Source: an optimization exercise on an open RTL-to-GDS flow (aim: small area, a short achievable clock period and few clock cycles per item). Production flows keep margins and buffers that such runs may drop. Function was checked by simulation only, so behaviour that the tests miss may differ from the original.

===== flow/run.sh =====
#!/bin/bash
# synth_recipe.tcl (not shown) runs the flow's synth.tcl, then flattens the netlist and writes it again
# the make line also repeats each setting of config.mk as NAME=value (left out here)
make -C /OpenROAD-flow-scripts/flow DESIGN_CONFIG=/design/flow/config.mk WORK_HOME=/design/flow/orfs CLKGATE_MAP_FILE= SYNTH_SCRIPT=/design/flow/synth_recipe.tcl finish

===== flow/config.mk =====
export PLATFORM = sky130hd
export DESIGN_NAME = gf_alu
export DESIGN_NICKNAME = gf_alu
export VERILOG_FILES = /design/flow/design.v
export SDC_FILE = /design/flow/constraint.sdc
export NUM_CORES = 4
export LEC_CHECK = 0
export CAP_MARGIN = 20
export CORE_MARGIN = 2
export CORE_UTILIZATION = 30
export SETUP_SLACK_MARGIN = 2.8
export SLEW_MARGIN = 20
export TNS_END_PERCENT = 0

===== flow/constraint.sdc =====
create_clock -name core_clock -period 7.0 [get_ports {clk}]
set_input_delay 1.4000 -clock core_clock [delete_from_list [all_inputs] [get_ports {clk}]]
set_output_delay 1.4000 -clock core_clock [all_outputs]
set_load 0.01 [all_outputs]

===== flow/design.v =====
module gf_mul (
    input  wire       f10,
    input  wire [9:0] a,
    input  wire [9:0] b,
    output wire [9:0] p
);
    reg [18:0] c;
    integer i;
    always @(*) begin
        c = 19'd0;
        for (i = 0; i < 10; i = i + 1)
            if (b[i]) c = c ^ ({9'd0, a} << i);
    end
    wire [9:0] r10, r8;
    gf_red10 u_r10 (.c(c),        .r(r10));
    gf_red8  u_r8  (.c(c[14:0]),  .r(r8));
    assign p = f10 ? r10 : r8;
endmodule
module gf_sq (
    input  wire       f10,
    input  wire [9:0] x,
    output wire [9:0] y
);
    reg [18:0] c;
    integer i;
    always @(*) begin
        c = 19'd0;
        for (i = 0; i < 10; i = i + 1)
            c[2 * i] = x[i];
    end
    wire [9:0] r10, r8;
    gf_red10 u_r10 (.c(c),        .r(r10));
    gf_red8  u_r8  (.c(c[14:0]),  .r(r8));
    assign y = f10 ? r10 : r8;
endmodule
module gf_red10 (
    input  wire [18:0] c,
    output wire [9:0]  r
);
    reg [18:0] t;
    integer i;
    always @(*) begin
        t = c;
        for (i = 18; i >= 10; i = i - 1)
            if (t[i]) t = t ^ (19'h409 << (i - 10));
    end
    assign r = t[9:0];
endmodule
module gf_red8 (
    input  wire [14:0] c,
    output wire [9:0]  r
);
    reg [14:0] t;
    integer i;
    always @(*) begin
        t = c;
        for (i = 14; i >= 8; i = i - 1)
            if (t[i]) t = t ^ (15'h11B << (i - 8));
    end
    assign r = {2'b00, t[7:0]};
endmodule
module eac_add10 (
    input  wire [9:0] s,
    input  wire [9:0] c,
    output wire [9:0] e
);
    wire [9:0] g0 = s & c;
    wire [9:0] p0 = s ^ c;
    reg [9:0] g, p;
    integer i, j, k;
    always @(*) begin
        g = g0;
        p = p0;
        for (k = 0; k < 4; k = k + 1)
            for (i = 0; i < 10; i = i + 1)
                if ((i >> k) & 1) begin
                    j = ((i >> k) << k) - 1;
                    g[i] = g[i] | (p[i] & g[j]);
                    p[i] = p[i] & p[j];
                end
    end
    wire       gall = g[9];
    wire [9:0] cin  = {g[8:0] | (p[8:0] & {9{gall}}), gall};
    assign e = p0 ^ cin;
endmodule
module gf_pow4 (
    input  wire       f10,
    input  wire [9:0] x,
    output wire [9:0] y
);
    reg [36:0] c10;
    reg [28:0] c8;
    integer i;
    always @(*) begin
        c10 = 37'd0;
        c8  = 29'd0;
        for (i = 0; i < 10; i = i + 1)
            c10[4 * i] = x[i];
        for (i = 0; i < 8; i = i + 1)
            c8[4 * i] = x[i];
        for (i = 36; i >= 10; i = i - 1)
            if (c10[i]) c10 = c10 ^ (37'h409 << (i - 10));
        for (i = 28; i >= 8; i = i - 1)
            if (c8[i]) c8 = c8 ^ (29'h11B << (i - 8));
    end
    assign y = f10 ? c10[9:0] : {2'b00, c8[7:0]};
endmodule
module gf8_exp_lo (
    input  wire [3:0] addr,
    output wire [7:0] data
);
    wire [127:0] tab = 128'h3513F8A196722E1AFF5533110F050301;
    assign data = tab[8 * addr +: 8];
endmodule
module gf8_exp_hi (
    input  wire [3:0] addr,
    output wire [7:0] data
);
    wire [127:0] tab = 128'h391245FC9B9FC3FBFEB5834C53E55F01;
    assign data = tab[8 * addr +: 8];
endmodule
module gf8_log_rom (
    input  wire [7:0] addr,
    output wire [7:0] data
);
  wire new_n17, new_n18, new_n19, new_n20, new_n21, new_n22, new_n23,
    new_n24, new_n25, new_n26, new_n27, new_n28, new_n29, new_n30, new_n31,
    new_n32, new_n33, new_n34, new_n35, new_n36, new_n37, new_n38, new_n39,
    new_n40, new_n41, new_n42, new_n43, new_n44, new_n45, new_n46, new_n47,
    new_n48, new_n49, new_n50, new_n51, new_n52, new_n53, new_n54, new_n55,
    new_n56, new_n57, new_n58, new_n59, new_n60, new_n61, new_n62, new_n63,
    new_n64, new_n65, new_n66, new_n67, new_n68, new_n69, new_n70, new_n71,
    new_n72, new_n73, new_n74, new_n75, new_n76, new_n77, new_n78, new_n79,
    new_n80, new_n81, new_n82, new_n83, new_n84, new_n85, new_n86, new_n87,
    new_n88, new_n89, new_n90, new_n91, new_n92, new_n93, new_n94, new_n95,
    new_n96, new_n97, new_n98, new_n99, new_n100, new_n101, new_n102,
    new_n103, new_n104, new_n105, new_n106, new_n107, new_n108, new_n109,
    new_n110, new_n111, new_n112, new_n113, new_n114, new_n115, new_n116,
    new_n117, new_n118, new_n119, new_n120, new_n121, new_n122, new_n123,
    new_n124, new_n125, new_n126, new_n127, new_n128, new_n129, new_n130,
    new_n131, new_n132, new_n133, new_n134, new_n135, new_n136, new_n137,
    new_n138, new_n139, new_n140, new_n141, new_n142, new_n143, new_n144,
    new_n145, new_n146, new_n147, new_n148, new_n149, new_n150, new_n151,
    new_n152, new_n154, new_n155, new_n156, new_n157, new_n158, new_n159,
    new_n160, new_n161, new_n162, new_n163, new_n164, new_n165, new_n166,
    new_n167, new_n168, new_n169, new_n170, new_n171, new_n172, new_n173,
    new_n174, new_n175, new_n176, new_n177, new_n178, new_n179, new_n180,
    new_n181, new_n182, new_n183, new_n184, new_n185, new_n186, new_n187,
    new_n188, new_n189, new_n190, new_n191, new_n192, new_n193, new_n194,
    new_n195, new_n196, new_n197, new_n198, new_n199, new_n200, new_n201,
    new_n202, new_n203, new_n204, new_n205, new_n206, new_n207, new_n208,
    new_n209, new_n210, new_n211, new_n212, new_n213, new_n214, new_n215,
    new_n216, new_n217, new_n218, new_n219, new_n220, new_n221, new_n222,
    new_n223, new_n224, new_n225, new_n226, new_n227, new_n228, new_n229,
    new_n230, new_n231, new_n232, new_n233, new_n234, new_n235, new_n236,
    new_n237, new_n238, new_n239, new_n240, new_n241, new_n242, new_n243,
    new_n244, new_n245, new_n246, new_n247, new_n248, new_n249, new_n251,
    new_n252, new_n253, new_n254, new_n255, new_n256, new_n257, new_n258,
    new_n259, new_n260, new_n261, new_n262, new_n263, new_n264, new_n265,
    new_n266, new_n267, new_n268, new_n269, new_n270, new_n271, new_n272,
    new_n273, new_n274, new_n275, new_n276, new_n277, new_n278, new_n279,
    new_n280, new_n281, new_n282, new_n283, new_n284, new_n285, new_n286,
    new_n287, new_n288, new_n289, new_n290, new_n291, new_n292, new_n293,
    new_n294, new_n295, new_n296, new_n297, new_n298, new_n299, new_n300,
    new_n301, new_n302, new_n303, new_n304, new_n305, new_n306, new_n307,
    new_n308, new_n309, new_n310, new_n311, new_n312, new_n313, new_n314,
    new_n315, new_n316, new_n317, new_n318, new_n319, new_n320, new_n321,
    new_n322, new_n323, new_n324, new_n325, new_n326, new_n327, new_n328,
    new_n330, new_n331, new_n332, new_n333, new_n334, new_n335, new_n336,
    new_n337, new_n338, new_n339, new_n340, new_n341, new_n342, new_n343,
    new_n344, new_n345, new_n346, new_n347, new_n348, new_n349, new_n350,
    new_n351, new_n352, new_n353, new_n354, new_n355, new_n356, new_n357,
    new_n358, new_n359, new_n360, new_n361, new_n362, new_n363, new_n364,
    new_n365, new_n366, new_n367, new_n368, new_n369, new_n370, new_n371,
    new_n372, new_n373, new_n374, new_n375, new_n376, new_n377, new_n378,
    new_n379, new_n380, new_n381, new_n382, new_n383, new_n384, new_n385,
    new_n386, new_n387, new_n388, new_n389, new_n390, new_n391, new_n392,
    new_n393, new_n395, new_n396, new_n397, new_n398, new_n399, new_n400,
    new_n401, new_n402, new_n403, new_n404, new_n405, new_n406, new_n407,
    new_n408, new_n409, new_n410, new_n411, new_n412, new_n413, new_n414,
    new_n415, new_n416, new_n417, new_n418, new_n419, new_n420, new_n421,
    new_n422, new_n423, new_n424, new_n425, new_n426, new_n427, new_n428,
    new_n429, new_n430, new_n431, new_n432, new_n433, new_n434, new_n435,
    new_n436, new_n437, new_n438, new_n439, new_n440, new_n441, new_n442,
    new_n443, new_n444, new_n445, new_n446, new_n447, new_n448, new_n449,
    new_n450, new_n451, new_n453, new_n454, new_n455, new_n456, new_n457,
    new_n458, new_n459, new_n460, new_n461, new_n462, new_n463, new_n464,
    new_n465, new_n466, new_n467, new_n468, new_n469, new_n470, new_n471,
    new_n472, new_n473, new_n474, new_n475, new_n476, new_n477, new_n478,
    new_n479, new_n480, new_n481, new_n482, new_n483, new_n484, new_n485,
    new_n486, new_n487, new_n488, new_n489, new_n490, new_n491, new_n492,
    new_n493, new_n494, new_n495, new_n496, new_n497, new_n498, new_n499,
    new_n500, new_n501, new_n502, new_n503, new_n504, new_n505, new_n506,
    new_n507, new_n508, new_n509, new_n510, new_n511, new_n512, new_n513,
    new_n514, new_n516, new_n517, new_n518, new_n519, new_n520, new_n521,
    new_n522, new_n523, new_n524, new_n525, new_n526, new_n527, new_n528,
    new_n529, new_n530, new_n531, new_n532, new_n533, new_n534, new_n535,
    new_n536, new_n537, new_n538, new_n539, new_n540, new_n541, new_n542,
    new_n543, new_n544, new_n545, new_n546, new_n547, new_n548, new_n549,
    new_n550, new_n551, new_n552, new_n553, new_n554, new_n555, new_n556,
    new_n557, new_n558, new_n559, new_n560, new_n561, new_n562, new_n563,
    new_n564, new_n565, new_n566, new_n567, new_n568, new_n569, new_n570,
    new_n571, new_n572, new_n573, new_n574, new_n575, new_n576, new_n578,
    new_n579, new_n580, new_n581, new_n582, new_n583, new_n584, new_n585,
    new_n586, new_n587, new_n588, new_n589, new_n590, new_n591, new_n592,
    new_n593, new_n594, new_n595, new_n596, new_n597, new_n598, new_n599,
    new_n600, new_n601, new_n602, new_n603, new_n604, new_n605, new_n606,
    new_n607, new_n608, new_n609, new_n610, new_n611, new_n612, new_n613,
    new_n614, new_n615, new_n616, new_n617, new_n618, new_n619, new_n620,
    new_n621, new_n622, new_n623, new_n624, new_n625, new_n626, new_n627,
    new_n628, new_n629, new_n630, new_n631, new_n632, new_n633, new_n634;
  assign new_n17 = addr[0] & addr[1];
  assign new_n18 = addr[3] & ~new_n17;
  assign new_n19 = ~addr[1] & addr[2];
  assign new_n20 = new_n18 & ~new_n19;
  assign new_n21 = addr[1] & ~addr[2];
  assign new_n22 = new_n20 & ~new_n21;
  assign new_n23 = ~addr[2] & ~addr[3];
  assign new_n24 = addr[1] & new_n23;
  assign new_n25 = ~addr[3] & ~new_n21;
  assign new_n26 = ~addr[0] & ~addr[2];
  assign new_n27 = addr[0] & addr[2];
  assign new_n28 = ~new_n26 & ~new_n27;
  assign new_n29 = new_n25 & new_n28;
  assign new_n30 = ~new_n24 & ~new_n29;
  assign new_n31 = ~addr[0] & ~addr[1];
  assign new_n32 = ~new_n17 & ~new_n31;
  assign new_n33 = ~addr[0] & addr[2];
  assign new_n34 = ~addr[3] & ~new_n33;
  assign new_n35 = ~new_n32 & new_n34;
  assign new_n36 = ~new_n30 & ~new_n35;
  assign new_n37 = addr[4] & ~new_n36;
  assign new_n38 = ~new_n22 & new_n37;
  assign new_n39 = ~addr[2] & ~new_n31;
  assign new_n40 = new_n20 & ~new_n39;
  assign new_n41 = ~new_n18 & new_n39;
  assign new_n42 = ~addr[4] & ~new_n41;
  assign new_n43 = ~new_n40 & new_n42;
  assign new_n44 = ~addr[5] & ~new_n43;
  assign new_n45 = ~new_n38 & new_n44;
  assign new_n46 = ~addr[3] & ~new_n26;
  assign new_n47 = addr[1] & addr[2];
  assign new_n48 = addr[0] & ~addr[1];
  assign new_n49 = ~new_n47 & ~new_n48;
  assign new_n50 = new_n46 & new_n49;
  assign new_n51 = ~addr[4] & ~new_n50;
  assign new_n52 = addr[3] & ~new_n26;
  assign new_n53 = new_n32 & new_n52;
  assign new_n54 = new_n51 & ~new_n53;
  assign new_n55 = addr[2] & addr[3];
  assign new_n56 = addr[1] & new_n55;
  assign new_n57 = addr[4] & ~new_n56;
  assign new_n58 = addr[2] & ~addr[3];
  assign new_n59 = new_n17 & ~new_n58;
  assign new_n60 = ~addr[2] & addr[3];
  assign new_n61 = ~addr[1] & ~new_n60;
  assign new_n62 = ~new_n59 & ~new_n61;
  assign new_n63 = new_n57 & new_n62;
  assign new_n64 = addr[5] & ~new_n63;
  assign new_n65 = ~new_n54 & new_n64;
  assign new_n66 = ~new_n45 & ~new_n65;
  assign new_n67 = ~addr[7] & ~new_n66;
  assign new_n68 = addr[0] & addr[3];
  assign new_n69 = ~new_n21 & new_n68;
  assign new_n70 = addr[4] & ~new_n69;
  assign new_n71 = ~addr[1] & new_n60;
  assign new_n72 = new_n70 & ~new_n71;
  assign new_n73 = addr[0] & ~addr[2];
  assign new_n74 = ~addr[3] & ~new_n47;
  assign new_n75 = ~new_n73 & new_n74;
  assign new_n76 = new_n72 & ~new_n75;
  assign new_n77 = ~addr[4] & ~new_n55;
  assign new_n78 = addr[2] & new_n32;
  assign new_n79 = new_n46 & ~new_n78;
  assign new_n80 = new_n77 & ~new_n79;
  assign new_n81 = addr[5] & ~new_n80;
  assign new_n82 = ~new_n76 & new_n81;
  assign new_n83 = new_n48 & new_n58;
  assign new_n84 = new_n25 & ~new_n83;
  assign new_n85 = addr[4] & ~new_n84;
  assign new_n86 = addr[1] & addr[3];
  assign new_n87 = ~new_n26 & new_n86;
  assign new_n88 = new_n85 & ~new_n87;
  assign new_n89 = ~addr[0] & new_n74;
  assign new_n90 = ~addr[4] & ~new_n89;
  assign new_n91 = ~new_n52 & ~new_n86;
  assign new_n92 = new_n90 & new_n91;
  assign new_n93 = ~addr[5] & ~new_n92;
  assign new_n94 = ~new_n88 & new_n93;
  assign new_n95 = ~new_n82 & ~new_n94;
  assign new_n96 = addr[7] & ~new_n95;
  assign new_n97 = addr[6] & ~new_n96;
  assign new_n98 = ~new_n67 & new_n97;
  assign new_n99 = addr[3] & ~new_n28;
  assign new_n100 = ~addr[0] & addr[1];
  assign new_n101 = addr[3] & new_n100;
  assign new_n102 = ~new_n99 & ~new_n101;
  assign new_n103 = addr[4] & new_n102;
  assign new_n104 = ~new_n29 & new_n103;
  assign new_n105 = addr[3] & new_n28;
  assign new_n106 = ~new_n31 & new_n105;
  assign new_n107 = ~addr[4] & ~new_n86;
  assign new_n108 = ~addr[3] & ~new_n27;
  assign new_n109 = ~addr[0] & new_n47;
  assign new_n110 = new_n32 & ~new_n109;
  assign new_n111 = new_n108 & ~new_n110;
  assign new_n112 = new_n107 & ~new_n111;
  assign new_n113 = ~new_n106 & new_n112;
  assign new_n114 = ~new_n104 & ~new_n113;
  assign new_n115 = addr[5] & ~new_n114;
  assign new_n116 = ~addr[1] & ~addr[2];
  assign new_n117 = ~addr[3] & ~new_n116;
  assign new_n118 = ~new_n27 & ~new_n48;
  assign new_n119 = ~addr[4] & new_n118;
  assign new_n120 = ~new_n117 & new_n119;
  assign new_n121 = ~addr[5] & ~new_n120;
  assign new_n122 = new_n28 & new_n74;
  assign new_n123 = new_n61 & ~new_n68;
  assign new_n124 = ~new_n122 & new_n123;
  assign new_n125 = addr[4] & ~new_n59;
  assign new_n126 = ~new_n124 & new_n125;
  assign new_n127 = new_n121 & ~new_n126;
  assign new_n128 = addr[7] & ~new_n127;
  assign new_n129 = ~new_n115 & new_n128;
  assign new_n130 = ~new_n19 & ~new_n21;
  assign new_n131 = ~addr[0] & new_n130;
  assign new_n132 = addr[3] & new_n118;
  assign new_n133 = ~new_n130 & ~new_n132;
  assign new_n134 = ~new_n131 & ~new_n133;
  assign new_n135 = ~addr[4] & ~new_n134;
  assign new_n136 = addr[4] & ~new_n20;
  assign new_n137 = addr[1] & ~new_n28;
  assign new_n138 = new_n136 & ~new_n137;
  assign new_n139 = addr[5] & ~new_n138;
  assign new_n140 = ~new_n135 & new_n139;
  assign new_n141 = ~addr[4] & ~new_n24;
  assign new_n142 = new_n68 & ~new_n130;
  assign new_n143 = addr[3] & ~new_n142;
  assign new_n144 = new_n141 & ~new_n143;
  assign new_n145 = ~new_n31 & new_n58;
  assign new_n146 = new_n70 & ~new_n145;
  assign new_n147 = ~new_n144 & ~new_n146;
  assign new_n148 = ~addr[5] & ~new_n147;
  assign new_n149 = ~addr[7] & ~new_n148;
  assign new_n150 = ~new_n140 & new_n149;
  assign new_n151 = ~addr[6] & ~new_n150;
  assign new_n152 = ~new_n129 & new_n151;
  assign data[0] = ~new_n98 & ~new_n152;
  assign new_n154 = ~addr[1] & addr[3];
  assign new_n155 = ~addr[4] & ~new_n154;
  assign new_n156 = ~addr[3] & ~new_n83;
  assign new_n157 = ~new_n131 & new_n156;
  assign new_n158 = ~addr[3] & ~new_n157;
  assign new_n159 = new_n155 & ~new_n158;
  assign new_n160 = new_n18 & new_n39;
  assign new_n161 = addr[4] & ~new_n160;
  assign new_n162 = addr[0] & new_n74;
  assign new_n163 = addr[2] & ~new_n17;
  assign new_n164 = ~addr[3] & new_n163;
  assign new_n165 = ~new_n162 & ~new_n164;
  assign new_n166 = new_n161 & new_n165;
  assign new_n167 = ~addr[5] & ~new_n166;
  assign new_n168 = ~new_n159 & new_n167;
  assign new_n169 = addr[3] & ~new_n100;
  assign new_n170 = new_n49 & new_n169;
  assign new_n171 = ~addr[3] & ~new_n49;
  assign new_n172 = ~new_n170 & ~new_n171;
  assign new_n173 = ~addr[4] & ~new_n172;
  assign new_n174 = ~new_n27 & new_n154;
  assign new_n175 = addr[4] & ~new_n174;
  assign new_n176 = ~new_n157 & new_n175;
  assign new_n177 = addr[5] & ~new_n176;
  assign new_n178 = ~new_n173 & new_n177;
  assign new_n179 = ~addr[6] & ~new_n178;
  assign new_n180 = ~new_n168 & new_n179;
  assign new_n181 = ~new_n21 & ~new_n34;
  assign new_n182 = ~new_n52 & new_n181;
  assign new_n183 = ~new_n41 & ~new_n182;
  assign new_n184 = addr[4] & ~new_n183;
  assign new_n185 = ~new_n17 & new_n34;
  assign new_n186 = ~addr[4] & ~new_n185;
  assign new_n187 = new_n18 & ~new_n116;
  assign new_n188 = new_n186 & ~new_n187;
  assign new_n189 = ~addr[5] & ~new_n188;
  assign new_n190 = ~new_n184 & new_n189;
  assign new_n191 = addr[0] & ~addr[3];
  assign new_n192 = ~addr[2] & new_n191;
  assign new_n193 = ~new_n69 & ~new_n192;
  assign new_n194 = ~addr[0] & ~new_n19;
  assign new_n195 = new_n25 & new_n194;
  assign new_n196 = new_n193 & ~new_n195;
  assign new_n197 = addr[4] & ~new_n196;
  assign new_n198 = ~addr[0] & ~new_n116;
  assign new_n199 = ~addr[3] & ~new_n198;
  assign new_n200 = ~addr[4] & ~new_n71;
  assign new_n201 = ~new_n99 & new_n200;
  assign new_n202 = ~new_n199 & new_n201;
  assign new_n203 = ~new_n197 & ~new_n202;
  assign new_n204 = addr[5] & ~new_n203;
  assign new_n205 = addr[6] & ~new_n204;
  assign new_n206 = ~new_n190 & new_n205;
  assign new_n207 = ~new_n180 & ~new_n206;
  assign new_n208 = addr[7] & ~new_n207;
  assign new_n209 = ~new_n41 & new_n57;
  assign new_n210 = ~new_n69 & new_n209;
  assign new_n211 = new_n52 & ~new_n78;
  assign new_n212 = ~new_n116 & new_n191;
  assign new_n213 = ~addr[4] & ~new_n212;
  assign new_n214 = ~new_n211 & new_n213;
  assign new_n215 = ~addr[5] & ~new_n214;
  assign new_n216 = ~new_n210 & new_n215;
  assign new_n217 = ~addr[3] & ~new_n19;
  assign new_n218 = ~addr[0] & ~new_n25;
  assign new_n219 = new_n217 & ~new_n218;
  assign new_n220 = ~new_n164 & ~new_n174;
  assign new_n221 = new_n27 & ~new_n154;
  assign new_n222 = new_n220 & ~new_n221;
  assign new_n223 = ~new_n219 & new_n222;
  assign new_n224 = ~addr[4] & ~new_n223;
  assign new_n225 = ~new_n73 & new_n161;
  assign new_n226 = addr[5] & ~new_n225;
  assign new_n227 = ~new_n224 & new_n226;
  assign new_n228 = ~new_n216 & ~new_n227;
  assign new_n229 = addr[6] & ~new_n228;
  assign new_n230 = new_n32 & new_n34;
  assign new_n231 = new_n103 & ~new_n230;
  assign new_n232 = ~new_n58 & ~new_n60;
  assign new_n233 = addr[1] & ~new_n232;
  assign new_n234 = ~addr[4] & ~new_n233;
  assign new_n235 = ~addr[1] & new_n28;
  assign new_n236 = new_n232 & new_n235;
  assign new_n237 = new_n234 & ~new_n236;
  assign new_n238 = addr[5] & ~new_n237;
  assign new_n239 = ~new_n231 & new_n238;
  assign new_n240 = ~addr[2] & ~addr[4];
  assign new_n241 = ~new_n18 & new_n240;
  assign new_n242 = addr[1] & new_n191;
  assign new_n243 = addr[4] & ~new_n242;
  assign new_n244 = ~addr[5] & ~new_n243;
  assign new_n245 = ~new_n241 & new_n244;
  assign new_n246 = ~addr[6] & ~new_n245;
  assign new_n247 = ~new_n239 & new_n246;
  assign new_n248 = ~new_n229 & ~new_n247;
  assign new_n249 = ~addr[7] & ~new_n248;
  assign data[1] = ~new_n208 & ~new_n249;
  assign new_n251 = ~new_n58 & new_n137;
  assign new_n252 = ~addr[4] & ~new_n162;
  assign new_n253 = ~new_n251 & new_n252;
  assign new_n254 = ~new_n25 & ~new_n198;
  assign new_n255 = addr[4] & ~new_n254;
  assign new_n256 = new_n33 & ~new_n154;
  assign new_n257 = new_n255 & ~new_n256;
  assign new_n258 = ~addr[5] & ~new_n257;
  assign new_n259 = ~new_n253 & new_n258;
  assign new_n260 = ~new_n109 & new_n200;
  assign new_n261 = ~new_n28 & new_n217;
  assign new_n262 = new_n68 & ~new_n116;
  assign new_n263 = addr[5] & ~new_n262;
  assign new_n264 = ~new_n261 & new_n263;
  assign new_n265 = ~new_n260 & new_n264;
  assign new_n266 = ~new_n259 & ~new_n265;
  assign new_n267 = ~addr[6] & ~new_n266;
  assign new_n268 = addr[0] & new_n25;
  assign new_n269 = ~new_n105 & ~new_n268;
  assign new_n270 = addr[4] & ~new_n269;
  assign new_n271 = ~new_n32 & new_n52;
  assign new_n272 = ~new_n195 & new_n200;
  assign new_n273 = ~new_n271 & new_n272;
  assign new_n274 = addr[5] & ~new_n273;
  assign new_n275 = ~new_n270 & new_n274;
  assign new_n276 = ~addr[4] & ~new_n56;
  assign new_n277 = ~new_n122 & new_n276;
  assign new_n278 = ~addr[1] & ~addr[3];
  assign new_n279 = ~new_n48 & ~new_n278;
  assign new_n280 = new_n57 & new_n279;
  assign new_n281 = ~new_n277 & ~new_n280;
  assign new_n282 = ~addr[5] & ~new_n281;
  assign new_n283 = addr[6] & ~new_n282;
  assign new_n284 = ~new_n275 & new_n283;
  assign new_n285 = ~new_n267 & ~new_n284;
  assign new_n286 = addr[7] & ~new_n285;
  assign new_n287 = new_n47 & new_n191;
  assign new_n288 = ~new_n53 & ~new_n287;
  assign new_n289 = ~addr[4] & ~new_n288;
  assign new_n290 = ~addr[5] & ~new_n289;
  assign new_n291 = ~new_n55 & new_n100;
  assign new_n292 = addr[3] & ~new_n194;
  assign new_n293 = ~new_n291 & ~new_n292;
  assign new_n294 = addr[4] & new_n293;
  assign new_n295 = new_n290 & ~new_n294;
  assign new_n296 = ~new_n199 & ~new_n271;
  assign new_n297 = addr[4] & ~new_n296;
  assign new_n298 = new_n25 & ~new_n194;
  assign new_n299 = addr[1] & new_n68;
  assign new_n300 = new_n77 & ~new_n299;
  assign new_n301 = ~new_n298 & new_n300;
  assign new_n302 = addr[5] & ~new_n301;
  assign new_n303 = ~new_n297 & new_n302;
  assign new_n304 = ~new_n295 & ~new_n303;
  assign new_n305 = ~addr[6] & ~new_n304;
  assign new_n306 = ~addr[0] & new_n19;
  assign new_n307 = ~new_n137 & ~new_n306;
  assign new_n308 = ~new_n71 & new_n141;
  assign new_n309 = new_n307 & new_n308;
  assign new_n310 = new_n25 & ~new_n78;
  assign new_n311 = addr[4] & ~new_n261;
  assign new_n312 = addr[3] & new_n19;
  assign new_n313 = new_n311 & ~new_n312;
  assign new_n314 = ~new_n310 & new_n313;
  assign new_n315 = ~new_n309 & ~new_n314;
  assign new_n316 = addr[5] & ~new_n315;
  assign new_n317 = ~new_n83 & ~new_n218;
  assign new_n318 = new_n107 & new_n317;
  assign new_n319 = ~new_n55 & ~new_n132;
  assign new_n320 = addr[1] & new_n46;
  assign new_n321 = addr[4] & ~new_n320;
  assign new_n322 = new_n319 & new_n321;
  assign new_n323 = ~new_n318 & ~new_n322;
  assign new_n324 = ~addr[5] & ~new_n323;
  assign new_n325 = addr[6] & ~new_n324;
  assign new_n326 = ~new_n316 & new_n325;
  assign new_n327 = ~new_n305 & ~new_n326;
  assign new_n328 = ~addr[7] & ~new_n327;
  assign data[2] = ~new_n286 & ~new_n328;
  assign new_n330 = ~new_n19 & new_n132;
  assign new_n331 = ~addr[4] & ~new_n330;
  assign new_n332 = ~new_n142 & new_n331;
  assign new_n333 = ~new_n100 & new_n332;
  assign new_n334 = addr[4] & ~new_n132;
  assign new_n335 = ~new_n187 & new_n334;
  assign new_n336 = ~new_n212 & new_n335;
  assign new_n337 = ~addr[5] & ~new_n336;
  assign new_n338 = ~new_n333 & new_n337;
  assign new_n339 = addr[1] & ~new_n34;
  assign new_n340 = ~new_n73 & ~new_n339;
  assign new_n341 = new_n77 & ~new_n340;
  assign new_n342 = new_n57 & ~new_n230;
  assign new_n343 = addr[5] & ~new_n342;
  assign new_n344 = ~new_n341 & new_n343;
  assign new_n345 = ~addr[6] & ~new_n344;
  assign new_n346 = ~new_n338 & new_n345;
  assign new_n347 = new_n37 & ~new_n142;
  assign new_n348 = ~addr[4] & ~new_n100;
  assign new_n349 = new_n340 & new_n348;
  assign new_n350 = new_n121 & ~new_n349;
  assign new_n351 = ~new_n347 & new_n350;
  assign new_n352 = ~new_n117 & ~new_n142;
  assign new_n353 = new_n348 & ~new_n352;
  assign new_n354 = addr[4] & ~new_n26;
  assign new_n355 = ~new_n25 & new_n354;
  assign new_n356 = addr[5] & ~new_n355;
  assign new_n357 = ~new_n353 & new_n356;
  assign new_n358 = addr[6] & ~new_n357;
  assign new_n359 = ~new_n351 & new_n358;
  assign new_n360 = ~new_n346 & ~new_n359;
  assign new_n361 = ~addr[7] & ~new_n360;
  assign new_n362 = ~new_n145 & new_n332;
  assign new_n363 = new_n28 & new_n217;
  assign new_n364 = ~new_n299 & ~new_n363;
  assign new_n365 = new_n161 & new_n364;
  assign new_n366 = ~addr[5] & ~new_n365;
  assign new_n367 = ~new_n362 & new_n366;
  assign new_n368 = addr[3] & new_n110;
  assign new_n369 = ~addr[4] & ~new_n368;
  assign new_n370 = ~new_n320 & new_n369;
  assign new_n371 = ~new_n52 & ~new_n100;
  assign new_n372 = ~new_n75 & new_n371;
  assign new_n373 = addr[4] & ~new_n291;
  assign new_n374 = ~new_n372 & new_n373;
  assign new_n375 = addr[5] & ~new_n374;
  assign new_n376 = ~new_n370 & new_n375;
  assign new_n377 = ~new_n367 & ~new_n376;
  assign new_n378 = addr[6] & ~new_n377;
  assign new_n379 = ~new_n111 & ~new_n154;
  assign new_n380 = new_n161 & new_n379;
  assign new_n381 = ~new_n20 & ~new_n56;
  assign new_n382 = new_n186 & new_n381;
  assign new_n383 = ~addr[5] & ~new_n382;
  assign new_n384 = ~new_n380 & new_n383;
  assign new_n385 = ~new_n145 & ~new_n368;
  assign new_n386 = addr[4] & ~new_n385;
  assign new_n387 = ~new_n219 & new_n331;
  assign new_n388 = addr[5] & ~new_n387;
  assign new_n389 = ~new_n386 & new_n388;
  assign new_n390 = ~new_n384 & ~new_n389;
  assign new_n391 = ~addr[6] & ~new_n390;
  assign new_n392 = addr[7] & ~new_n391;
  assign new_n393 = ~new_n378 & new_n392;
  assign data[3] = ~new_n361 & ~new_n393;
  assign new_n395 = addr[3] & new_n163;
  assign new_n396 = ~new_n36 & ~new_n395;
  assign new_n397 = new_n90 & ~new_n396;
  assign new_n398 = new_n31 & ~new_n232;
  assign new_n399 = new_n209 & ~new_n398;
  assign new_n400 = ~new_n397 & ~new_n399;
  assign new_n401 = ~addr[5] & ~new_n400;
  assign new_n402 = ~new_n157 & new_n369;
  assign new_n403 = new_n311 & ~new_n330;
  assign new_n404 = addr[5] & ~new_n403;
  assign new_n405 = ~new_n402 & new_n404;
  assign new_n406 = ~new_n401 & ~new_n405;
  assign new_n407 = ~addr[7] & ~new_n406;
  assign new_n408 = new_n23 & ~new_n100;
  assign new_n409 = new_n335 & ~new_n408;
  assign new_n410 = ~new_n130 & ~new_n191;
  assign new_n411 = new_n77 & new_n410;
  assign new_n412 = ~addr[5] & ~new_n411;
  assign new_n413 = ~new_n409 & new_n412;
  assign new_n414 = ~new_n78 & new_n243;
  assign new_n415 = new_n39 & ~new_n68;
  assign new_n416 = new_n155 & ~new_n415;
  assign new_n417 = addr[5] & ~new_n416;
  assign new_n418 = ~new_n414 & new_n417;
  assign new_n419 = addr[7] & ~new_n418;
  assign new_n420 = ~new_n413 & new_n419;
  assign new_n421 = ~new_n407 & ~new_n420;
  assign new_n422 = addr[6] & ~new_n421;
  assign new_n423 = ~new_n50 & ~new_n75;
  assign new_n424 = ~addr[4] & ~new_n271;
  assign new_n425 = new_n423 & new_n424;
  assign new_n426 = addr[4] & ~new_n154;
  assign new_n427 = ~new_n53 & new_n426;
  assign new_n428 = ~new_n425 & ~new_n427;
  assign new_n429 = addr[5] & ~new_n428;
  assign new_n430 = addr[4] & new_n28;
  assign new_n431 = new_n364 & new_n430;
  assign new_n432 = ~addr[4] & new_n198;
  assign new_n433 = ~addr[5] & ~new_n432;
  assign new_n434 = ~new_n431 & new_n433;
  assign new_n435 = ~new_n429 & ~new_n434;
  assign new_n436 = ~addr[7] & ~new_n435;
  assign new_n437 = new_n30 & new_n72;
  assign new_n438 = new_n90 & new_n102;
  assign new_n439 = addr[5] & ~new_n438;
  assign new_n440 = ~new_n437 & new_n439;
  assign new_n441 = ~new_n48 & new_n58;
  assign new_n442 = ~new_n73 & ~new_n441;
  assign new_n443 = new_n155 & ~new_n442;
  assign new_n444 = ~addr[0] & new_n25;
  assign new_n445 = new_n70 & ~new_n444;
  assign new_n446 = ~new_n443 & ~new_n445;
  assign new_n447 = ~addr[5] & ~new_n446;
  assign new_n448 = addr[7] & ~new_n447;
  assign new_n449 = ~new_n440 & new_n448;
  assign new_n450 = ~new_n436 & ~new_n449;
  assign new_n451 = ~addr[6] & ~new_n450;
  assign data[4] = ~new_n422 & ~new_n451;
  assign new_n453 = ~new_n89 & ~new_n287;
  assign new_n454 = ~new_n26 & new_n154;
  assign new_n455 = new_n453 & ~new_n454;
  assign new_n456 = addr[4] & ~new_n455;
  assign new_n457 = new_n348 & new_n410;
  assign new_n458 = ~new_n456 & ~new_n457;
  assign new_n459 = ~addr[5] & ~new_n458;
  assign new_n460 = ~new_n107 & ~new_n234;
  assign new_n461 = new_n61 & ~new_n193;
  assign new_n462 = ~new_n218 & ~new_n461;
  assign new_n463 = ~new_n460 & ~new_n462;
  assign new_n464 = addr[4] & ~new_n235;
  assign new_n465 = ~new_n84 & new_n464;
  assign new_n466 = addr[5] & ~new_n465;
  assign new_n467 = ~new_n463 & new_n466;
  assign new_n468 = ~new_n459 & ~new_n467;
  assign new_n469 = ~addr[7] & ~new_n468;
  assign new_n470 = new_n243 & ~new_n262;
  assign new_n471 = ~addr[4] & ~new_n183;
  assign new_n472 = ~new_n470 & ~new_n471;
  assign new_n473 = ~addr[5] & ~new_n89;
  assign new_n474 = ~new_n472 & new_n473;
  assign new_n475 = ~new_n191 & new_n232;
  assign new_n476 = ~new_n17 & ~new_n475;
  assign new_n477 = ~addr[4] & ~new_n476;
  assign new_n478 = ~new_n35 & new_n70;
  assign new_n479 = addr[5] & ~new_n478;
  assign new_n480 = ~new_n477 & new_n479;
  assign new_n481 = addr[7] & ~new_n480;
  assign new_n482 = ~new_n474 & new_n481;
  assign new_n483 = ~new_n469 & ~new_n482;
  assign new_n484 = ~addr[6] & ~new_n483;
  assign new_n485 = ~addr[2] & ~new_n455;
  assign new_n486 = addr[4] & ~new_n78;
  assign new_n487 = ~new_n485 & new_n486;
  assign new_n488 = new_n107 & new_n220;
  assign new_n489 = addr[5] & ~new_n488;
  assign new_n490 = ~new_n487 & new_n489;
  assign new_n491 = new_n334 & new_n453;
  assign new_n492 = ~new_n298 & new_n319;
  assign new_n493 = new_n107 & ~new_n492;
  assign new_n494 = ~new_n491 & ~new_n493;
  assign new_n495 = ~addr[5] & ~new_n494;
  assign new_n496 = addr[7] & ~new_n495;
  assign new_n497 = ~new_n490 & new_n496;
  assign new_n498 = addr[4] & ~new_n395;
  assign new_n499 = ~new_n86 & ~new_n278;
  assign new_n500 = ~addr[2] & ~new_n499;
  assign new_n501 = new_n498 & ~new_n500;
  assign new_n502 = ~addr[4] & ~new_n278;
  assign new_n503 = ~new_n143 & new_n502;
  assign new_n504 = addr[5] & ~new_n503;
  assign new_n505 = ~new_n501 & new_n504;
  assign new_n506 = ~new_n48 & ~new_n339;
  assign new_n507 = new_n161 & ~new_n506;
  assign new_n508 = new_n51 & ~new_n299;
  assign new_n509 = ~addr[5] & ~new_n508;
  assign new_n510 = ~new_n507 & new_n509;
  assign new_n511 = ~addr[7] & ~new_n510;
  assign new_n512 = ~new_n505 & new_n511;
  assign new_n513 = addr[6] & ~new_n512;
  assign new_n514 = ~new_n497 & new_n513;
  assign data[5] = new_n484 | new_n514;
  assign new_n516 = ~addr[0] & ~new_n278;
  assign new_n517 = addr[4] & ~new_n47;
  assign new_n518 = ~new_n516 & new_n517;
  assign new_n519 = ~new_n299 & ~new_n306;
  assign new_n520 = ~new_n460 & new_n519;
  assign new_n521 = ~new_n518 & ~new_n520;
  assign new_n522 = ~addr[1] & new_n192;
  assign new_n523 = addr[5] & ~new_n522;
  assign new_n524 = ~new_n521 & new_n523;
  assign new_n525 = new_n136 & ~new_n157;
  assign new_n526 = ~new_n17 & new_n52;
  assign new_n527 = ~new_n108 & ~new_n526;
  assign new_n528 = ~addr[4] & ~new_n19;
  assign new_n529 = ~new_n46 & new_n528;
  assign new_n530 = ~new_n527 & new_n529;
  assign new_n531 = ~addr[5] & ~new_n530;
  assign new_n532 = ~new_n525 & new_n531;
  assign new_n533 = ~addr[6] & ~new_n532;
  assign new_n534 = ~new_n524 & new_n533;
  assign new_n535 = ~new_n36 & ~new_n142;
  assign new_n536 = ~addr[4] & ~new_n535;
  assign new_n537 = addr[5] & ~new_n527;
  assign new_n538 = ~new_n536 & new_n537;
  assign new_n539 = new_n193 & new_n317;
  assign new_n540 = new_n498 & ~new_n539;
  assign new_n541 = new_n107 & ~new_n441;
  assign new_n542 = ~addr[5] & ~new_n541;
  assign new_n543 = ~new_n540 & new_n542;
  assign new_n544 = addr[6] & ~new_n543;
  assign new_n545 = ~new_n538 & new_n544;
  assign new_n546 = ~new_n534 & ~new_n545;
  assign new_n547 = addr[7] & ~new_n546;
  assign new_n548 = addr[3] & new_n307;
  assign new_n549 = ~addr[4] & ~new_n287;
  assign new_n550 = ~new_n548 & new_n549;
  assign new_n551 = ~new_n169 & new_n311;
  assign new_n552 = ~addr[5] & ~new_n551;
  assign new_n553 = ~new_n550 & new_n552;
  assign new_n554 = addr[4] & ~new_n195;
  assign new_n555 = ~new_n106 & new_n554;
  assign new_n556 = ~new_n68 & new_n200;
  assign new_n557 = ~new_n310 & new_n556;
  assign new_n558 = addr[5] & ~new_n557;
  assign new_n559 = ~new_n555 & new_n558;
  assign new_n560 = ~addr[6] & ~new_n559;
  assign new_n561 = ~new_n553 & new_n560;
  assign new_n562 = ~new_n78 & new_n293;
  assign new_n563 = new_n276 & ~new_n562;
  assign new_n564 = ~new_n163 & new_n255;
  assign new_n565 = ~new_n563 & ~new_n564;
  assign new_n566 = ~addr[5] & ~new_n565;
  assign new_n567 = addr[4] & new_n423;
  assign new_n568 = ~addr[4] & ~new_n99;
  assign new_n569 = ~new_n164 & new_n568;
  assign new_n570 = ~new_n567 & ~new_n569;
  assign new_n571 = addr[5] & ~new_n101;
  assign new_n572 = ~new_n570 & new_n571;
  assign new_n573 = addr[6] & ~new_n572;
  assign new_n574 = ~new_n566 & new_n573;
  assign new_n575 = ~new_n561 & ~new_n574;
  assign new_n576 = ~addr[7] & ~new_n575;
  assign data[6] = ~new_n547 & ~new_n576;
  assign new_n578 = new_n141 & ~new_n287;
  assign new_n579 = new_n102 & new_n578;
  assign new_n580 = ~new_n21 & new_n373;
  assign new_n581 = ~new_n410 & new_n580;
  assign new_n582 = addr[5] & ~new_n581;
  assign new_n583 = ~new_n579 & new_n582;
  assign new_n584 = ~new_n31 & new_n442;
  assign new_n585 = addr[4] & ~new_n584;
  assign new_n586 = ~addr[4] & new_n163;
  assign new_n587 = ~new_n171 & new_n586;
  assign new_n588 = ~addr[5] & ~new_n587;
  assign new_n589 = ~new_n585 & new_n588;
  assign new_n590 = ~new_n583 & ~new_n589;
  assign new_n591 = addr[6] & ~new_n590;
  assign new_n592 = addr[3] & ~new_n307;
  assign new_n593 = new_n85 & ~new_n592;
  assign new_n594 = new_n218 & new_n499;
  assign new_n595 = ~addr[4] & ~new_n221;
  assign new_n596 = ~new_n594 & new_n595;
  assign new_n597 = addr[5] & ~new_n596;
  assign new_n598 = ~new_n593 & new_n597;
  assign new_n599 = addr[0] & ~new_n74;
  assign new_n600 = new_n464 & ~new_n599;
  assign new_n601 = ~addr[4] & new_n372;
  assign new_n602 = ~addr[5] & ~new_n601;
  assign new_n603 = ~new_n600 & new_n602;
  assign new_n604 = ~new_n598 & ~new_n603;
  assign new_n605 = ~addr[6] & ~new_n604;
  assign new_n606 = addr[7] & ~new_n605;
  assign new_n607 = ~new_n591 & new_n606;
  assign new_n608 = ~new_n86 & new_n194;
  assign new_n609 = addr[0] & new_n55;
  assign new_n610 = ~new_n23 & ~new_n609;
  assign new_n611 = ~new_n608 & new_n610;
  assign new_n612 = addr[4] & ~new_n611;
  assign new_n613 = ~new_n19 & ~new_n609;
  assign new_n614 = new_n51 & new_n613;
  assign new_n615 = addr[5] & ~new_n614;
  assign new_n616 = ~new_n612 & new_n615;
  assign new_n617 = ~new_n330 & new_n347;
  assign new_n618 = new_n181 & new_n348;
  assign new_n619 = ~addr[5] & ~new_n618;
  assign new_n620 = ~new_n617 & new_n619;
  assign new_n621 = ~new_n616 & ~new_n620;
  assign new_n622 = addr[6] & ~new_n621;
  assign new_n623 = ~new_n516 & ~new_n527;
  assign new_n624 = new_n136 & ~new_n623;
  assign new_n625 = new_n290 & ~new_n624;
  assign new_n626 = new_n70 & ~new_n100;
  assign new_n627 = ~new_n192 & new_n528;
  assign new_n628 = ~new_n160 & new_n627;
  assign new_n629 = ~new_n626 & ~new_n628;
  assign new_n630 = addr[5] & ~new_n629;
  assign new_n631 = ~addr[6] & ~new_n630;
  assign new_n632 = ~new_n625 & new_n631;
  assign new_n633 = ~addr[7] & ~new_n632;
  assign new_n634 = ~new_n622 & new_n633;
  assign data[7] = ~new_n607 & ~new_n634;
endmodule
module gf_alu (
    input  wire        clk,
    input  wire        rst,
    input  wire        start,
    input  wire [7:0]  op,
    input  wire [31:0] a,
    input  wire [31:0] b,
    output wire        ready,
    output reg         done,
    output wire [31:0] result,
    output reg         err,
    output wire [7:0]  errcode
);
    localparam [2:0] C_ADD  = 3'd0;    
    localparam [2:0] C_MUL  = 3'd1;    
    localparam [2:0] C_POW  = 3'd2;    
    localparam [2:0] C_LOOP = 3'd3;    
    localparam [2:0] C_ERRZ = 3'd4;    
    localparam [2:0] C_ILL  = 3'd5;    
    localparam [2:0] C_EXP  = 3'd6;    
    localparam [2:0] C_LOG  = 3'd7;    
    reg        errz;
    reg  [9:0] res;
    assign result  = {22'd0, res};
    assign errcode = {3'b000, err, 3'b000, errz};
    reg        v1;          
    reg  [2:0] cls;
    reg        f10;         
    reg  [9:0] p, q;        
    reg  [9:0] s;           
    reg  [9:0] c;           
    reg  [9:0] x;           
    reg  [1:0] cnt;         
    wire last    = (cls != C_POW) && !((cls == C_LOOP) && (cnt != 2'd0));
    assign ready = ~v1 | last;
    wire accept  = start & ready;
    wire       fin = op[5];                     
    wire [9:0] am  = {a[9:8] & {2{fin}}, a[7:0]};
    wire [9:0] bm  = {b[9:8] & {2{fin}}, b[7:0]};
    wire       a8z  = (a[7:0] == 8'd0);
    wire       a10z = a8z & (a[9:8] == 2'd0);
    wire [9:0] a2;
    gf_sq u_sqa (.f10(fin), .x(am), .y(a2));
    wire [7:0] log_a;
    gf8_log_rom u_log (.addr(a[7:0]), .data(log_a));
    wire [9:0] u10 = b[9:0], v10 = b[19:10], w10 = b[29:20], z10 = {8'd0, b[31:30]};
    wire [9:0] s10a = u10 ^ v10 ^ w10;
    wire [9:0] k10a = (u10 & v10) | (u10 & w10) | (v10 & w10);
    wire [9:0] c10a = {k10a[8:0], k10a[9]};
    wire [9:0] s10  = s10a ^ c10a ^ z10;
    wire [9:0] k10b = (s10a & c10a) | (s10a & z10) | (c10a & z10);
    wire [9:0] c10  = {k10b[8:0], k10b[9]};
    wire [7:0] u8 = b[7:0], v8 = b[15:8], w8 = b[23:16], z8 = b[31:24];
    wire [7:0] s8a = u8 ^ v8 ^ w8;
    wire [7:0] k8a = (u8 & v8) | (u8 & w8) | (v8 & w8);
    wire [7:0] c8a = {k8a[6:0], k8a[7]};
    wire [7:0] s8  = s8a ^ c8a ^ z8;
    wire [7:0] k8b = (s8a & c8a) | (s8a & z8) | (c8a & z8);
    wire [7:0] c8  = {k8b[6:0], k8b[7]};
    reg [2:0] cls_in;
    reg [9:0] p_in, q_in, s_in, c_in;
    always @(*) begin
        p_in = am;
        q_in = bm;
        s_in = fin ? s10 : {s8, 2'b11};      
        c_in = fin ? c10 : {c8, 2'b00};
        case (op)
            8'h10, 8'h20: begin cls_in = C_ADD; p_in = am ^ bm; end
            8'h11, 8'h21: cls_in = C_MUL;
            8'h14: begin
                cls_in = C_EXP;
                c_in   = {2'b00, a[7:0]};
            end
            8'h15: begin
                cls_in = a8z ? C_ERRZ : C_LOG;
                c_in   = {2'b00, log_a};
            end
            8'h12: begin
                cls_in = a8z ? C_ERRZ : C_EXP;
                c_in   = {2'b00, ~log_a};
            end
            8'h13, 8'h23: begin cls_in = C_POW; q_in = a2; end
            8'h22: begin
                cls_in = a10z ? C_ERRZ : C_POW;
                q_in   = a2;
                s_in   = 10'd1022;
                c_in   = 10'd0;
            end
            default: cls_in = C_ILL;
        endcase
    end
    wire       loop = (cls == C_LOOP);
    wire [9:0] p4, x2;
    gf_pow4 u_p4  (.f10(f10), .x(p),  .y(p4));
    gf_sq   u_sqx (.f10(f10), .x(x),  .y(x2));
    wire       texp = (cls == C_EXP);
    wire [7:0] exp_lo, exp_hi;
    gf8_exp_lo u_lo (.addr(c[3:0]), .data(exp_lo));
    gf8_exp_hi u_hi (.addr(c[7:4]), .data(exp_hi));
    wire [9:0] ma = loop ? p4 : texp ? {2'b00, exp_lo} : p;
    wire [9:0] mb = texp ? {2'b00, exp_hi} : q;
    wire [9:0] mp;
    gf_mul u_mul (.f10(f10), .a(ma), .b(mb), .p(mp));
    wire [9:0] e;
    eac_add10 u_eac (.s(s), .c(c), .e(e));
    reg [9:0] p_first, q_first;
    always @(*) begin
        case (e[9:8])
            2'd0:    p_first = 10'd1;
            2'd1:    p_first = p;
            2'd2:    p_first = q;
            default: p_first = mp;
        endcase
        case (e[7:6])
            2'd0:    q_first = 10'd1;
            2'd1:    q_first = p;
            2'd2:    q_first = q;
            default: q_first = mp;
        endcase
    end
    reg [9:0] q_loop;
    always @(*) begin
        case (s[9:8])
            2'd0:    q_loop = 10'd1;
            2'd1:    q_loop = x;
            2'd2:    q_loop = x2;
            default: q_loop = c;
        endcase
    end
    always @(posedge clk) begin
        err  <= (cls == C_ERRZ) || (cls == C_ILL);
        errz <= (cls == C_ERRZ);
        case (cls)
            C_ADD:                  res <= p;
            C_LOG:                  res <= c;
            C_ERRZ, C_ILL:          res <= 10'd0;
            default:                res <= mp;
        endcase
    end
    always @(posedge clk) begin
        if (rst) begin
            v1   <= 1'b0;
            done <= 1'b0;
        end else begin
            done <= 1'b0;
            if (v1) begin
                if (last) begin
                    v1   <= 1'b0;
                    done <= 1'b1;
                end
                case (cls)
                    C_POW: begin
                        x   <= p;
                        c   <= mp;
                        p   <= p_first;
                        q   <= q_first;
                        s   <= {e[5:0], 4'd0};
                        cnt <= f10 ? 2'd3 : 2'd2;
                        cls <= C_LOOP;
                    end
                    C_LOOP: begin
                        p   <= mp;
                        q   <= q_loop;
                        s   <= {s[7:0], 2'b00};
                        cnt <= cnt - 2'd1;
                    end
                    default: ;
                endcase
            end
            if (accept) begin
                v1  <= 1'b1;
                cls <= cls_in;
                f10 <= fin;
                p   <= p_in;
                q   <= q_in;
                s   <= s_in;
                c   <= c_in;
            end
        end
    end
endmodule

==> impl_metrics.tcl <==
set metrics [dict create \
    status "complete, no violations" \
    io_pins 118 \
    min_path_type "reg -> reg" \
    grt_pass1_wl_mm 66.2 \
    portBuffers 67 \
    grt_use_met3 0.0477 \
    multi_input_area_um2 8840 \
    instances_no_fill 2008 \
    diodes 0 \
    via_count 11900 \
    cts_sinks 70 \
    cp_max_fo 6 \
    synth_edf_count 56 \
    first_pass_iters 6 \
    cts_root_buf "clkbuf_16" \
    drv_cap 0 \
    grt_pass1_vias 10700 \
    drt_iter0_markers 1700 \
    globalRouteMet2Util 0.353 \
    placed_cells 1873 \
    synth_cell_type_count 86 \
    antenna_found_initial 0 \
    finalCriticalPeriod_ns 4.29 \
    setup_tns_ns 0 \
    dp.final_hpwl_mm 31.9 \
    max_freq_ghz 0.233 \
    fin_nets 1693 \
    drtAntennaViolNets 0 \
    clkTransAtPathRegs_ns 0.06 \
    synth_area_per_cell_um2 7.73 \
    hold_violations 0 \
    cts_tree "yes" \
    die_h_um 195 \
    grt_start_max_net_pins 48 \
    holdWs_ns 0.579 \
    start_util 0.306 \
    overflow 0 \
    cts_buffers 9 \
    drive_gt1_frac 0.186 \
    clock_latency_ns 0.34 \
    crit_path_end_kind "flop" \
    htree_levels 3 \
    synthArstFlopShare 0 \
    finalSetupViolCount 0 \
    dieArea_um2 37900 \
    required_ns 7.06 \
    yosysWarnings 7 \
    routedWlPerCell_um 22.8 \
    wl_mm 45.8 \
    avgViaCountPerCell 5.93 \
    top_usage_layer "met2" \
    rsz0062_at_grt "true" \
    final_max_slew_viol_count 0 \
    track_usage 0.225 \
    core_um2 35700 \
    relSlewSlack 0.269 \
    n_fill_cell 3613 \
    worstSetupStartpointType "flop" \
    clk_path_buf_depth 2 \
    dieWidth_um 195 \
    worst_pin_slew_ns 1.10 \
    drc 0 \
    met1_usage 0.301 \
    syn_inst 1411 \
    synth_ff_type "edfxtp_1" \
    yosysSeqAreaShare 0.180 \
    regArea_um2 1960 \
    cp.arrival_ns 4.36 \
    gp_congestion 1.00 \
    area_growth_pct 26.2 \
    rows 69 \
    ys_seq_elements 70 \
    critPathKind "reg -> reg" \
    finClkSkew_ns 0.00684 \
    synth_area_um2 10900 \
    min_period_over_period 0.613 \
]
## layout by cell type (no fill, tap or decap), types with 8 or more instances in the layout
cell	count
nor2_1	172
buf_4	132
nand2_1	125
a21oi_1	105
xnor2_1	98
o21ai_0	89
clkdlybuf4s50_1	61
edfxtp_1	56
xor2_1	34
inv_1	33
ha_1	33
nor3_1	31
mux2i_1	30
fa_1	29
o22ai_1	28
conb_1	28
nor2b_1	27
a22oi_1	23
nand2b_1	22
a31oi_1	21
a211oi_1	20
a221oi_1	18
nand3_1	17
o211ai_1	16
dfxtp_1	14
clkbuf_16	11
buf_6	11
o31ai_1	10
xnor2_2	9
ha_4	9
xnor3_1	8
o21ai_1	8
a21o_1	8
a32oi_1	8
## logic make-up (layout without fill, tap and decap cells)
kind of cell / count (synthesis) / count (layout) / synth area share
compound gates: 439 / 440 / 0.263
xor+xnor: 162 / 162 / 0.149
buf+inv: 172 / 279 / 0.0729
other cells: 1 / 28 / 0.000344
flops: 70 / 70 / 0.180
mux: 39 / 39 / 0.0412
simple gates: 452 / 453 / 0.187
fa+ha+maj: 76 / 76 / 0.107
## final timing paths
path / start / to / slack, ns / cells past startpoint
hold / removal: v1$_SDFF_PP0_ / done$_SDFF_PP0_ / 0.58 / 2
setup reg to reg: c[0]$_DFFE_PP_ / p[5]$_DFFE_PP_ / 2.71 / 16
setup / recovery: c[0]$_DFFE_PP_ / p[5]$_DFFE_PP_ / 2.71 / 16
hold reg to reg: v1$_SDFF_PP0_ / done$_SDFF_PP0_ / 0.58 / 2
## per-stage QoR
step                area [µm²]  utilization  setup WS [ns]
finish                   13800        0.386           2.71
global route             13800        0.386           2.57
CTS                      12600        0.352           2.50
detailed placement       11900        0.334           1.54
global placement         11900        0.334           1.53
floorplan                11000            -           2.74
## cell type report
type	count	area share
Multi-Input combinational cell	1198	0.642
Inverter	43	0.0132
Tap cell	461	0.0419
Clock buffer	10	0.0166
Timing Repair Buffer	220	0.141
Sequential cell	70	0.142
Clock inverter	6	0.00273
## worst max-delay path, cell delays in order, from the launching register on
cell and delay [ns]:
edfxtp_1 0.53, buf_6 0.19, ha_2 0.19, mux2_2 0.26, o32a_1 0.28, o211ai_1 0.08
buf_4 0.17, buf_4 0.14, nor2_2 0.05, xnor2_1 0.18, xnor2_1 0.15, xnor3_2 0.54
xnor2_1 0.18, o21ai_1 0.30, xor2_2 0.42, o211ai_1 0.19, a21boi_0 0.16
## flip-flops by register name, indices dropped and copies added, names as in the netlist
register  count
res          10
f10           1
p            10
v1            1
q            10
err           1
c            10
cnt           2
x            10
done          1
errz          1
cls           3
s            10
## routing by layer
metal / wire [µm] / share of wire
met2: 20600 / 0.45
met5: 0 / 0
met4: 2160 / 0.047
met3: 4940 / 0.11
met1: 18000 / 0.39
## cells in the mapped netlist, types with 9 or more instances
| cell type | n | area share |
|---|---|---|
| nand3_1 | 17 | 0.0078 |
| buf_4 | 33 | 0.023 |
| a22oi_1 | 25 | 0.017 |
| nor3_1 | 36 | 0.017 |
| fa_1 | 29 | 0.053 |
| o31ai_1 | 12 | 0.0083 |
| buf_2 | 15 | 0.0069 |
| clkbuf_1 | 71 | 0.024 |
| o211ai_1 | 16 | 0.011 |
| a211oi_1 | 23 | 0.016 |
| o21ai_0 | 98 | 0.045 |
| xnor3_1 | 10 | 0.021 |
| ha_1 | 47 | 0.054 |
| o22ai_1 | 29 | 0.017 |
| xnor2_1 | 107 | 0.086 |
| nand2b_1 | 22 | 0.013 |
| dfxtp_1 | 14 | 0.026 |
| buf_1 | 9 | 0.0031 |
| a221oi_1 | 22 | 0.018 |
| nor2_1 | 177 | 0.061 |
| nand2_1 | 126 | 0.043 |
| xor2_1 | 39 | 0.031 |
| mux2i_1 | 30 | 0.028 |
| nor2b_1 | 29 | 0.017 |
| edfxtp_1 | 56 | 0.15 |
| a21oi_1 | 110 | 0.050 |
| inv_1 | 38 | 0.013 |
| a31oi_1 | 22 | 0.013 |
## what timing repair did
item / in CTS / in global routing
gates cloned: 1 / 4
setup endpoints to repair: 40 / 40
endpoints found under the hold margin: 0 / 0
buffers inserted: 22 / 92
resized for setup: 53 / 99
pin swaps: 4 / 30
hold buffers: 0 / 0
Testbench counts, summed over its fixed seeds: cycles 4,818, items 3,200.

afterwards: timing with drivers on the ports:
Ports are ideal in the flow. The routed layout listed here was re-timed in OpenROAD. Step 1, drivers: a clkbuf_16 drives clk and a buf_2 each remaining input, both assumed. Step 2 times the ports against the registers' clock, not the clock port: input delays grow and output delays shrink by t, the midpoint of the rising clock arrivals with the driver on. Slacks: no drivers / after step 1 / after step 2; pairs: no drivers / after step 1.
shift t [ns]: 0.372
setup WS [ns]: 2.708 / 2.708 / 2.414
worst setup path at the end: input to register
After both steps this run still meets setup and hold. The setup slack of this run moves by 0.000 ns with the drivers and by -0.294 ns with both steps.
